This is an optimization exercise on Yosys and OpenROAD, whose aim is small area, a short achievable clock period and few clock cycles per item, not a production implementation. The RTL was checked by simulation tests, not by an equivalence proof against the original design. Power is estimated from default activity; no workload was simulated.

## nand_timing_unit
module nand_timing_unit (
    input  wire        clk,
    input  wire        rst,
    input  wire        wr_en,
    input  wire [4:0]  wr_addr,
    input  wire [31:0] wr_data,
    input  wire        start,
    input  wire [1:0]  op,
    input  wire        bus16,
    input  wire [31:0] mck_hz,
    output wire        ready,
    output reg         done,
    output wire [7:0]  answer,
    output reg         unsupported,
    output wire [31:0] result,
    output wire [31:0] setup_reg,
    output wire [31:0] pulse_reg,
    output wire [31:0] cycle_reg,
    output wire [31:0] timings_reg,
    output wire [31:0] mode_reg
);
Size in the first run: roughly 8000 cells after synthesis, roughly 280 I/O pins, about 0.075 mm² of cells after synthesis.
clock: 12.0 ns
lec_check: 0
abc_clock_period_in_ps: 4000
cap_margin: 20
core_margin: 2
core_utilization: 55
place_density: 0.7
slew_margin: 20
setup_slack_margin: 8.0
standard.sh (not shown) runs the stock make flow with config.mk's settings and CLKGATE_MAP_FILE= SYNTH_SCRIPT=/design/flow/synth_recipe.tcl, a recipe that flattens the netlist after the stock synthesis.
==> flow/flow/run.sh <==
#!/bin/bash
cat >> config.mk <<'CFG'
export SETUP_SLACK_MARGIN = 8.0
CFG
bash standard.sh > standard.log 2>&1
The baseline produced a clean layout.
Testbench counts at the start, summed over its fixed seeds: cycles 6,692, items 192.
Then changed:
Settings changed: CTS_BUF_LIST set to sky130_fd_sc_hd__clkbuf_8.
Outcome:
- The new run went through all stages and came out clean
- clock skew came out higher by 0.025 ns
- power falls by 3.3%
- global-route usage hardly moves
- non-clock buffer count is higher by 13
- area after synthesis does not change
- final area came out lower by 0.83%
- worst setup slack barely changes
- core utilization falls by 0.52 points
- cell count is higher by 1.5%
- hold slack hardly moves
- flip-flop and latch count stays the same

nand_timing_unit again, from the RTL that the note above started with.
==> flow/config.mk <==
export PLATFORM = sky130hd
export DESIGN_NAME = nand_timing_unit
export DESIGN_NICKNAME = nand_timing_unit
export VERILOG_FILES = /design/flow/design.v
export SDC_FILE = /design/flow/constraint.sdc
export NUM_CORES = 4
export LEC_CHECK = 0
export ABC_CLOCK_PERIOD_IN_PS = 4000
export CAP_MARGIN = 20
export CORE_MARGIN = 2
export CORE_UTILIZATION = 55
export CTS_BUF_LIST = sky130_fd_sc_hd__clkbuf_8
export PLACE_DENSITY = 0.7
export SLEW_MARGIN = 20
export SETUP_SLACK_MARGIN = 8.3
==> flow/constraint.sdc <==
create_clock -name core_clock -period 12.0 [get_ports {clk}]
set_input_delay 2.4000 -clock core_clock [delete_from_list [all_inputs] [get_ports {clk}]]
set_output_delay 2.4000 -clock core_clock [all_outputs]
set_load 0.01 [all_outputs]
==> flow/flow/run.sh <==
#!/bin/bash
cat >> config.mk <<'CFG'
export SETUP_SLACK_MARGIN = 8.3
CFG
bash standard.sh > standard.log 2>&1
The first run completed without violations.
Testbench counts at the start, summed over its fixed seeds: cycles 6,692, items 192.
==> next run, changes <==
==> flow/flow/run.sh (replaced) <==
#!/bin/bash
cat >> config.mk <<'CFG'
export SETUP_SLACK_MARGIN = 8.0
CFG
bash standard.sh > standard.log 2>&1
CORE_UTILIZATION = 62   (was 55)
PLACE_DENSITY = 0.75   (was 0.7)
SETUP_SLACK_MARGIN = 8.0   (was 8.3)
Effect:
- The new run produced a clean layout
- total power went down by about 1.8%
- cell area falls by about 2.7%
- core utilization rose by 6.3 points

maple:
Another version of the RTL of nand_timing_unit (not shown whole).
Size: about 1500 flip-flops.
==> flow/design.v (excerpt) <==
module nand_timing_unit (
    input  wire        clk,
    input  wire        rst,
    input  wire        wr_en,
    input  wire [4:0]  wr_addr,
    input  wire [31:0] wr_data,
    input  wire        start,
    input  wire [1:0]  op,
    input  wire        bus16,
    input  wire [31:0] mck_hz,
    output wire        ready,
    output reg         done,
    output wire [7:0]  answer,
    output reg         unsupported,
    output wire [31:0] result,
    output wire [31:0] setup_reg,
    output wire [31:0] pulse_reg,
    output wire [31:0] cycle_reg,
    output wire [31:0] timings_reg,
    output wire [31:0] mode_reg
);
    localparam OP_NTC = 2'd0;
    localparam OP_PER = 2'd1;
    localparam OP_CYC = 2'd2;
    localparam [3:0] A_OK           = 4'b0000;   
    localparam [3:0] A_BAD_COMMAND  = 4'b1010;   
    localparam [3:0] A_ZERO_CLOCK   = 4'b1011;   
    localparam [3:0] A_PERIOD_RANGE = 4'b1100;   
    localparam [3:0] A_ZERO_PERIOD  = 4'b1101;   
    localparam [2:0] H_IDLE   = 3'd0;
    localparam [2:0] H_NCHK   = 3'd1;
    localparam [2:0] H_NWAIT  = 3'd2;
    localparam [2:0] H_DIFF   = 3'd3;
    localparam [2:0] H_PER    = 3'd4;
    localparam [2:0] H_CYCCHK = 3'd5;
    localparam [2:0] H_CYC    = 3'd6;
    localparam [2:0] W_IDLE = 3'd0;
    localparam [2:0] W_LD   = 3'd1;    
    localparam [2:0] W_LD3  = 3'd2;    
    localparam [2:0] W_RUN  = 3'd3;
    localparam [2:0] W_F1   = 3'd4;    
    localparam [2:0] W_F2   = 3'd5;    
    localparam [2:0] W_F3   = 3'd6;    
  ...
clock: 12.0 ns
lec_check: 0
abc_clock_period_in_ps: 4000
cap_margin: 20
core_margin: 2
core_utilization: 55
place_density: 0.7
slew_margin: 20
setup_slack_margin: 7.5
==> flow/flow/run.sh <==
#!/bin/bash
cat >> config.mk <<'CFG'
export SETUP_SLACK_MARGIN = 7.5
CFG
bash standard.sh > standard.log 2>&1
maple reached the end of the flow, and the finished layout is clean on the timing, design-rule and antenna checks.
Testbench counts of maple, summed over its fixed seeds: cycles 6,692, items 192.
Setup changes, maple to pine
- putting CTS_BUF_LIST at sky130_fd_sc_hd__clkbuf_8 where nothing was set
- swapping 7.5 for 8.0 in SETUP_SLACK_MARGIN
==> flow/flow/run.sh <==
#!/bin/bash
cat >> config.mk <<'CFG'
export SETUP_SLACK_MARGIN = 8.0
CFG
bash standard.sh > standard.log 2>&1
## What came out
[compare] base=maple new=pine: utilization higher, post-route non-filler standard cell count rose by 261, area added between synthesis and finish moved up, critical path depth higher, sequential power saw little to no change.
pine vs maple: top achievable clock speed up
Full die area: maple vs pine identical
Overall power on pine is ahead of maple.
In pine the global-route wire length before repair turned out about 4% higher than in maple.
Comparing pine with maple, the post-synthesis mux area share came out essentially unchanged.
Share of the final layout cell area in sequential cells in pine is 0.44 points lower than in maple

[static timing again, ports no longer ideal]
The flow's constraints put no driver on any port. The routed layouts listed below were extracted and timed again, unchanged, in two steps.
Step 1 sets driving cells, clkbuf_16 on the clock port and buf_2 on the other inputs (assumed; they add their load-dependent delay and slew).
Step 2 moves the port delays by t, midway between the first and last clock arrival at a register: inputs arrive t later, outputs are due t later. That takes back most of the time a late clock gives input paths.
Three values: no drivers, after step 1, after step 2; two values: the first two.
| run | shift t [ns] | slack for setup (ns) | worst register clock-pin slew, ns | worst slew at a driven data input, ns |
|---|---|---|---|---|
| the first run of note 1 | 0.881 | 7.944 / 7.944 / 7.191 | 0.07 / 0.07 | 0.16 |
| the second run of note 1 | 1.059 | 7.945 / 7.867 / 7.059 | 0.07 / 0.07 | 0.17 |
| the first run of note 2 | 1.041 | 7.926 / 7.858 / 7.322 | 0.08 / 0.08 | 0.16 |
| the second run of note 2 | 1.018 | 7.964 / 7.893 / 6.996 | 0.07 / 0.07 | 0.16 |
| maple | 0.881 | 7.540 / 7.486 / 6.844 | 0.07 / 0.07 | 0.20 |
| pine | 1.059 | 7.764 / 7.764 / 7.055 | 0.07 / 0.07 | 0.07 |
After both steps setup and hold are still met in every run listed. The setup slack of the second run of note 2, which loses most, moves by -0.071 ns with the drivers and by -0.968 ns with both steps.
